What follows belongs to an exercise in optimizing a design on an open flow for small area, a short achievable clock period and few clock cycles; a production flow would make more cautious choices. The RTL was checked by simulation tests, not by an equivalence proof against the original design. Power is estimated from default activity; no workload was simulated.

==> flow/design.v <==
module shk_lzw_dec (
    input  wire       clk,
    input  wire       rst,
    input  wire [7:0] in_data,
    input  wire       in_valid,
    output wire       in_ready,
    input  wire       in_eof,
    output wire [7:0] out_data,
    output wire       out_valid,
    input  wire       out_ready,
    output wire       done,
    output wire [2:0] fault
);
    localparam [2:0] F_NONE    = 3'd0;
    localparam [2:0] F_CORRUPT = 3'd3;
    localparam [2:0] F_DICTOVF = 3'd6;
    localparam integer RB = 4;           
    localparam integer R  = 1 << RB;     
    localparam integer JD = 4;           
    localparam integer QD = 8;           
    reg  [7:0]  ib;          
    reg         ibv;
    reg         in_rdy;
    reg  [23:0] acc;
    reg  [4:0]  cnt;
    reg         w10;         
    reg  [9:0]  size;        
    reg         fresh;
    reg         stop;        
    reg  [2:0]  fpend;       
    reg  [2:0]  fault_r;
    reg         done_r;
    reg  [10:0] jq [0:JD-1];
    reg  [3:0]  jcnt;
    wire [10:0] jq0 = jq[0];
    reg         wact;        
    reg  [8:0]  cur;         
    reg         wk;          
    reg         wkwk;        
    reg         wadd;        
    reg  [8:0]  wprev;       
    reg  [8:0]  wpfx;        
    reg  [7:0]  wsz;         
    reg  [7:0]  first_last;  
    reg  [8:0]  d;           
    reg         lm;          
    reg         lre;         
    reg         lwait;       
    reg  [8:0]  left;        
    reg  [RB:0] wp;          
    reg  [RB+1:0] cq [0:QD-1];
    reg  [3:0]  qcnt;
    wire [RB+1:0] cq0 = cq[0];
    reg         ract;        
    reg  [RB-1:0] rp;
    reg  [RB-1:0] rtop;
    reg  [RB:0] rs;          
    reg  [RB:0] htop;        
    reg  [7:0]  od;
    reg         ov;
    reg  [7:0]  ring [0:R-1];
    reg  [8:0]  dpfx [1:255];
    reg  [7:0]  dchr [1:255];
    assign in_ready  = in_rdy;
    assign out_valid = ov;
    assign out_data  = od;
    assign done      = done_r;
    assign fault     = fault_r;
    integer k;
    wire [9:0]  code   = w10 ? acc[9:0] : {1'b0, acc[8:0]};
    wire        have   = w10 ? (cnt >= 5'd10) : (cnt >= 5'd9);
    wire        dgo    = have && !stop && (jcnt != JD);
    wire        is_clr = (code == 10'h100);
    wire        c_lit  = !code[9] && !code[8];
    wire        c_big  = (code > size);
    wire        c_full = size[9];
    wire        c_kwk  = (code == size);
    wire        push   = dgo && !is_clr && (fresh ? c_lit : (!c_big && !c_full));
    wire [10:0] jnew   = {fresh, !fresh && c_kwk, code[8:0]};
    wire [4:0]  cnt_c  = dgo ? (cnt - (w10 ? 5'd10 : 5'd9)) : cnt;
    wire [23:0] acc_c  = dgo ? (w10 ? {10'd0, acc[23:10]} : {9'd0, acc[23:9]}) : acc;
    wire        absorb = ibv && (cnt <= 5'd16);
    wire [4:0]  cnt_n  = cnt_c + (absorb ? 5'd8 : 5'd0);
    wire [23:0] acc_n  = acc_c | (absorb ? ({16'd0, ib} << cnt_c) : 24'd0);
    wire        ibv_n  = (in_valid && in_rdy) || (ibv && !absorb);
    wire [8:0]  e_pfx  = dpfx[cur[7:0]];
    wire [7:0]  e_chr  = dchr[cur[7:0]];
    wire [7:0]  wbyte  = wk ? first_last : (cur[8] ? e_chr : cur[7:0]);
    wire        lit    = !wk && !cur[8];
    wire        stopn  = lre ? ((d + 9'd1) == left) : lit;
    wire [RB:0] used   = htop - wp;
    wire        full   = used[RB];
    wire        rd_idle = !ract && (qcnt == 4'd0);
    wire        wgo    = wact && !lwait && (lm || !full || rd_idle) &&
                         (!stopn || (qcnt != QD));
    wire        lfinal = (left <= R);
    wire        wfin   = wgo && stopn && (!(lm || full) || (lre && lfinal));
    wire        wend   = wgo && lit && !lre;       
    wire        jpop   = (!wact || wfin) && (jcnt != 4'd0);
    wire        cpush  = wgo && stopn;
    wire        ol     = !ov || out_ready;
    wire        rlast  = (rp == rtop);
    wire        rtake  = ol && !ract && (qcnt != 4'd0);
    wire [RB-1:0] q_top = cq0[RB+1] ? (cq0[RB-1:0] - 1'b1) : htop[RB-1:0];
    wire        all_idle = !wact && (jcnt == 4'd0) && (qcnt == 4'd0) && !ract && !ov;
    always @(posedge clk) begin
        if (rst) begin
            ibv     <= 1'b0;
            in_rdy  <= 1'b1;
            acc     <= 24'd0;
            cnt     <= 5'd0;
            w10     <= 1'b0;
            size    <= 10'd257;
            fresh   <= 1'b1;
            stop    <= 1'b0;
            fpend   <= F_NONE;
            fault_r <= F_NONE;
            done_r  <= 1'b0;
            jcnt    <= 4'd0;
            wact    <= 1'b0;
            wk      <= 1'b0;
            lm      <= 1'b0;
            lre     <= 1'b0;
            lwait   <= 1'b0;
            wp      <= {(RB+1){1'b0}};
            qcnt    <= 4'd0;
            ract    <= 1'b0;
            htop    <= {(RB+1){1'b0}};
            ov      <= 1'b0;
        end else begin
            if (in_rdy) ib <= in_data;
            ibv    <= ibv_n;
            in_rdy <= !ibv_n || (cnt_n <= 5'd16);
            acc    <= acc_n;
            cnt    <= cnt_n;
            if (dgo) begin
                if (is_clr) begin
                    size  <= 10'd257;
                    fresh <= 1'b1;
                    w10   <= 1'b0;
                end else if (fresh) begin
                    if (c_lit) fresh <= 1'b0;
                    else begin stop <= 1'b1; fpend <= F_CORRUPT; end
                end else if (c_big) begin
                    stop <= 1'b1; fpend <= F_CORRUPT;
                end else if (c_full) begin
                    stop <= 1'b1; fpend <= F_DICTOVF;
                end else begin
                    size <= size + 10'd1;
                    if (size == 10'd510) w10 <= 1'b1;
                end
            end
            for (k = 0; k < JD; k = k + 1) begin
                if (jpop && k < JD - 1) jq[k] <= jq[k + 1];
                if (push && (jcnt - {3'd0, jpop}) == k) jq[k] <= jnew;
            end
            jcnt <= jcnt + {3'd0, push} - {3'd0, jpop};
            if (wgo) begin
                ring[wp[RB-1:0]] <= wbyte;
                wp <= wp - 1'b1;
                d  <= d + 9'd1;
                if (wk) wk <= 1'b0;
                else if (cur[8]) cur <= e_pfx;
                if (!lm && full) lm <= 1'b1;    
            end
            dpfx[wsz] <= wpfx;
            dchr[wsz] <= cur[7:0];
            if (wend) begin
                first_last <= cur[7:0];
                if (wadd) wsz <= wsz + 8'd1;
            end
            if (cpush && !wfin) begin
                lwait <= 1'b1;
                lre   <= 1'b1;
                left  <= lre ? (left - R) : (d + 9'd1 - R);
            end
            if (lwait && rd_idle) begin
                lwait <= 1'b0;
                cur   <= wkwk ? wpfx : wprev;
                wk    <= wkwk;
                d     <= 9'd0;
            end
            if (wfin) begin
                lm  <= 1'b0;
                lre <= 1'b0;
            end
            if (wfin || !wact) begin
                wact <= (jcnt != 4'd0);
                if (jcnt != 4'd0) begin
                    wkwk  <= jq0[9];
                    wadd  <= !jq0[10];
                    wk    <= jq0[9];
                    cur   <= jq0[9] ? wprev : jq0[8:0];
                    wpfx  <= wprev;
                    wprev <= jq0[8:0];
                    d     <= 9'd0;
                    if (jq0[10]) wsz <= 8'd1;
                end
            end
            for (k = 0; k < QD; k = k + 1) begin
                if (rtake && k < QD - 1) cq[k] <= cq[k + 1];
                if (cpush && (qcnt - {3'd0, rtake}) == k) cq[k] <= {!wfin, wp};
            end
            qcnt <= qcnt + {3'd0, cpush} - {3'd0, rtake};
            if (ol) begin
                if (ract) begin
                    od <= ring[rp];
                    ov <= 1'b1;
                    if (rlast) begin
                        ract <= 1'b0;
                        htop <= rs - 1'b1;
                    end
                    rp <= rp + 1'b1;
                end else if (qcnt != 4'd0) begin
                    od <= ring[cq0[RB-1:0]];
                    ov <= 1'b1;
                    if (cq0[RB-1:0] == q_top) begin
                        htop <= cq0[RB:0] - 1'b1;
                    end else begin
                        ract <= 1'b1;
                        rp   <= cq0[RB-1:0] + 1'b1;
                        rs   <= cq0[RB:0];
                        rtop <= q_top;
                    end
                end else begin
                    ov <= 1'b0;
                end
            end
            if (stop && all_idle && fault_r == F_NONE)
                fault_r <= fpend;
            if (!have && !ibv && in_eof && !stop && all_idle)
                done_r <= 1'b1;
        end
    end
endmodule
==> flow/run.sh <==
#!/bin/bash
# synth_recipe.tcl (not shown) runs the flow's synth.tcl, then flattens the netlist and writes it again
# the make line also repeats each setting of config.mk as NAME=value (left out here)
make -C /OpenROAD-flow-scripts/flow DESIGN_CONFIG=/design/flow/config.mk WORK_HOME=/design/flow/orfs CLKGATE_MAP_FILE= SYNTH_SCRIPT=/design/flow/synth_recipe.tcl finish
==> flow/config.mk <==
export PLATFORM = sky130hd
export DESIGN_NAME = shk_lzw_dec
export DESIGN_NICKNAME = shk_lzw_dec
export VERILOG_FILES = /design/flow/design.v
export SDC_FILE = /design/flow/constraint.sdc
export NUM_CORES = 4
export LEC_CHECK = 0
export ABC_CLOCK_PERIOD_IN_PS = 4000
export CAP_MARGIN = 20
export CORE_MARGIN = 2
export CORE_UTILIZATION = 55
export PLACE_DENSITY = 0.65
export SETUP_SLACK_MARGIN = 5
export SLEW_MARGIN = 20
==> flow/constraint.sdc <==
create_clock -name core_clock -period 10.0 [get_ports {clk}]
set_input_delay 2.0000 -clock core_clock [delete_from_list [all_inputs] [get_ports {clk}]]
set_output_delay 2.0000 -clock core_clock [all_outputs]
set_load 0.01 [all_outputs]
==> impl_metrics.json <==
{
  "min_path_type": "register to register",
  "cts_buffer_depth": 4,
  "vdd_ir_drop_max_v": 0.000301,
  "synth_edf_count": 4647,
  "syn_to_final_growth_pct": 12.5,
  "hold_start": "fpend[0]",
  "internal_power_mw": 41.9,
  "total_power_mw": 61.6,
  "ys_top_cells_by_area": "edfxtp_1, mux4_2, dfxtp_1, nor2_1, mux2i_1",
  "r2r_slack_ns": 5.00,
  "avgSynthCellArea_um2": 21.8,
  "synth_top_family_by_area": "multiplexers",
  "path_class": "register to register",
  "dpl.cell_count": 12984,
  "hpwl_mm": 274,
  "p_leak_nw": 65.3,
  "synthArstFlopShare_pct": 0,
  "synth-main-ff-cell": "edfxtp_1",
  "critPathSlowestCell": "o22ai_1",
  "routabilityCongestion": 0.858,
  "setup_viol_count_final": 0,
  "dr.pass1.iters": 6,
  "cp-end-kind": "register",
  "synthAdderAreaFrac_pct": 0.382,
  "design.die.area_um2": 343000,
  "synthDominantCellAreaShare_pct": 75.0,
  "fin_crit_sh_pct": 50.0,
  "reg2regPathDepth": 10,
  "yosys.area_share.xor_xnor_pct": 0.323,
  "muxShareOfSynthArea_pct": 16.9,
  "cts_tree": "built",
  "finClkSkew_ns": 0.0704,
  "combPwrFrac_pct": 30.9,
  "grt_pass1_vias": 90978,
  "required_ns": 10.81,
  "hold_viol": 0,
  "track_usage_pct": 27.7,
  "drc": 0,
  "hold_path_end": "fpend[0]",
  "finalWirelength_mm": 473,
  "worstMarginPinSlew_ns": 1.21,
  "clk_pin_slew_worst_paths_ns": 0.06,
  "yosys.area.top_type": "edfxtp_1",
  "min_path_cells": 2,
  "pwr-share-seq_pct": 40.8,
  "clock_latency_ns": 1.00,
  "switching_share_pct": 31.9,
  "syn_area_um2": 186000,
  "start_kind": "register",
  "grt_pass1_wl_mm": 674,
  "synth_common_cells": "edfxtp_1, mux4_2, nor2_1",
  "wire_per_inst_um": 34.1,
  "cts_inserted_buffers": 463,
  "nNetsFinal": 9032,
  "clockPowerShare_pct": 28.3,
  "cp_cell_sequence": "buf_4 > buf_12 > nor2b_4 > buf_4 > a221oi_1 > o22ai_1 > o21ai_0 > or4_1 > and3_1 > o21ai_0",
  "yosysMostFrequentCell": "edfxtp_1",
  "worst_slew_margin_rel_pct": 19.0,
  "cpPeakStageDelay_ns": 0.72,
  "drv_cap": 0,
  "arrival_ns": 5.81,
  "synth_warnings": 3,
  "grt-ovfl-total": 0,
  "vias": 91608,
  "drtAntennaViolNets": 0,
  "initial_core_util_pct": 55.2,
  "cts_htree_levels": 5,
  "cts.sinks": 4738,
  "ys_seq_area_share_pct": 76.0,
  "max_freq_mhz": 200,
  "synthesis.instances": 8515,
  "synth-seq-cells": 4738,
  "place_area_um2": 193000,
  "fp.coreArea_um2": 337000,
  "cts.hold.buffers_added": 0,
  "final_cell_area_um2": 209000,
  "die_x_um": 585,
  "status": "no timing/DRC/antenna violations",
  "synth_nets": 8583,
  "min_period_ns": 5.00,
  "antenna_found_initial": 26,
  "io_pins": 27,
  "fp-row-count": 213,
  "yosys.area_share.simple_pct": 2.37,
  "cellPowerDensity_nw_per_um2": 294,
  "tns_ns": 0,
  "synth_cell_types": 89,
  "die_h_um": 585,
  "port_buffers": 26,
  "rsz0062_at_grt": "false",
  "synth_compound_area_share_pct": 2.42,
  "grt_max_degree": 241,
  "p_sw_mw": 19.7,
  "layoutNonFillerInstCount": 13882,
  "report.final.slew_viol_count": 0,
  "vias_per_cell": 6.60,
  "root_buffer": "clkbuf_16",
  "drtIter0Drc": 12581,
  "cp_max_fo": 123,
  "drive_gt1_share_pct": 28.8
}
==> cell families after synthesis <==
group,Yosys count
buf+inv,562
simple gates,913
fa+ha+maj,55
mux,1522
xor+xnor,67
flops,4738
compound gates,658
==> power by group through the flow <==
stage / combinational (mW) / clock [mW] / sequential (mW)
CTS: 18.9 / 17.6 / 25.1
global route: 20.0 / 18.4 / 25.2
global placement: 18.1 / 0 / 25.6
floorplan: 11.3 / 0 / 26.5
finish: 19.0 / 17.4 / 25.1
detailed placement: 18.5 / 0 / 25.6
==> stage by stage <==
stage          setup slack (ns)  utilization [%]  hold slack (ns)
6_report                   5.00             62.1            0.469
5_1_grt                    4.98             62.1            0.486
4_1_cts                    5.01             62.0            0.467
3_5_place_dp               3.55             57.4            0.458
3_3_place_gp               3.64             57.4            0.452
2_1_floorplan              5.07                -            0.406
==> worst max-delay path: cells and delay by family (launching register included) <==
| kind | cells | cell delay [ns] |
|---|---|---|
| simple gates | 3 | 1.54 |
| buf+inv | 3 | 1.01 |
| flops | 1 | 0.43 |
| compound gates | 4 | 1.59 |
==> area by class of cell <==
cell class                 count  area (um2)
fill                       22748      127000
multi-input combinational   3217       42400
clock buffer                 580       12200
sequential                  4738      141000
timing repair buffer         480        4340
clock inverter               277        2930
timing repair inverter         1        5.00
inverter                      63         240
tap                         4515        5650
antenna                       11        27.5
==> how the worst max path moves through the flow <==
| stage | end | cells after the start |
|---|---|---|
| 6_report | register | 10 |
| 5_1_grt | jq[0][7] | 20 |
| 4_1_cts | cq[6][0] | 11 |
| 2_1_floorplan | cq[6][0] | 13 |
| 3_3_place_gp | jq[0][0] | 17 |
| 3_5_place_dp | jq[0][7] | 17 |
==> state kept, by name, indices dropped and copies added (netlist names), 10 cells and up, named ones only <==
name	cells
dchr	2040
size	10
dpfx	2295
jq	44
ring	128
acc	24
cq	48
==> timing repair <==
action                                  in CTS  in global routing
endpoints found under the setup margin     230                174
cloned                                       6                  1
resized for setup                           42                 24
pin swaps                                    4                  2
endpoints found under the hold margin        0                  0
setup buffers                               15                  2
==> placed cells by master (no fill, tap or decap), types with 18 or more instances in the layout <==
cell and n:
or4_1 18, inv_1 61, buf_12 22, o22ai_1 78, nor2_2 112, clkinv_1 112, mux4_2 1287, mux2_2 81
a22oi_1 109, nand3_1 49, nor3_1 51, nand4_1 21, o21ai_0 60, nor4_1 23, a211oi_1 34, bufinv_16 55
nand2b_1 36, clkbuf_1 109, clkinv_2 73, xor2_1 22, nand2_1 137, a221oi_1 38, a22o_1 30, ha_1 52
mux2i_1 147, clkdlybuf4s50_1 25, and2_1 18, or3_1 18, xnor2_1 43, nor2b_1 37, o211ai_1 35, clkbuf_16 470
edfxtp_1 4647, dfxtp_1 79, buf_4 398, nor2_1 281, a21oi_1 137
==> metal layers <==
metal	part of all wire, %	wire length (um)	track usage, %
met4	3.2	15000	8.20
met1	39	186000	40.6
met3	10	49300	5.57
met5	0.019	91	0
met2	47	222000	42.8
Testbench counts, summed over its fixed seeds: cycles 65,886.

## static timing again, ports no longer ideal
How much do the figures lean on ideal ports? The routed layout below was timed once more, with nothing changed but the port constraints.
Step 1 (the two cells are an assumption about what drives the block):
set clk [get_ports {clk}]
set_driving_cell -lib_cell sky130_fd_sc_hd__clkbuf_16 $clk
set_driving_cell -lib_cell sky130_fd_sc_hd__buf_2 [delete_from_list [all_inputs] $clk]
Step 2, shift: input delay + t, output delay - t, t = (earliest + latest rising clock arrival at the registers) / 2. This alone moves slack from input paths to output paths.
Three values: ideal ports, drivers, drivers and shift; two values: the first two.
t, ns: 1.073
setup slack, ns: 5.003 / 5.003 / 4.205
worst hold slack (ns): 0.469 / 0.469 / 0.469
slew at the worst register clock pin (ns): 0.07 / 0.07
cell pins on the clock port's net: 1
After both steps this run still meets setup and hold. The setup slack of this run moves by 0.000 ns with the drivers and by -0.798 ns with both steps.
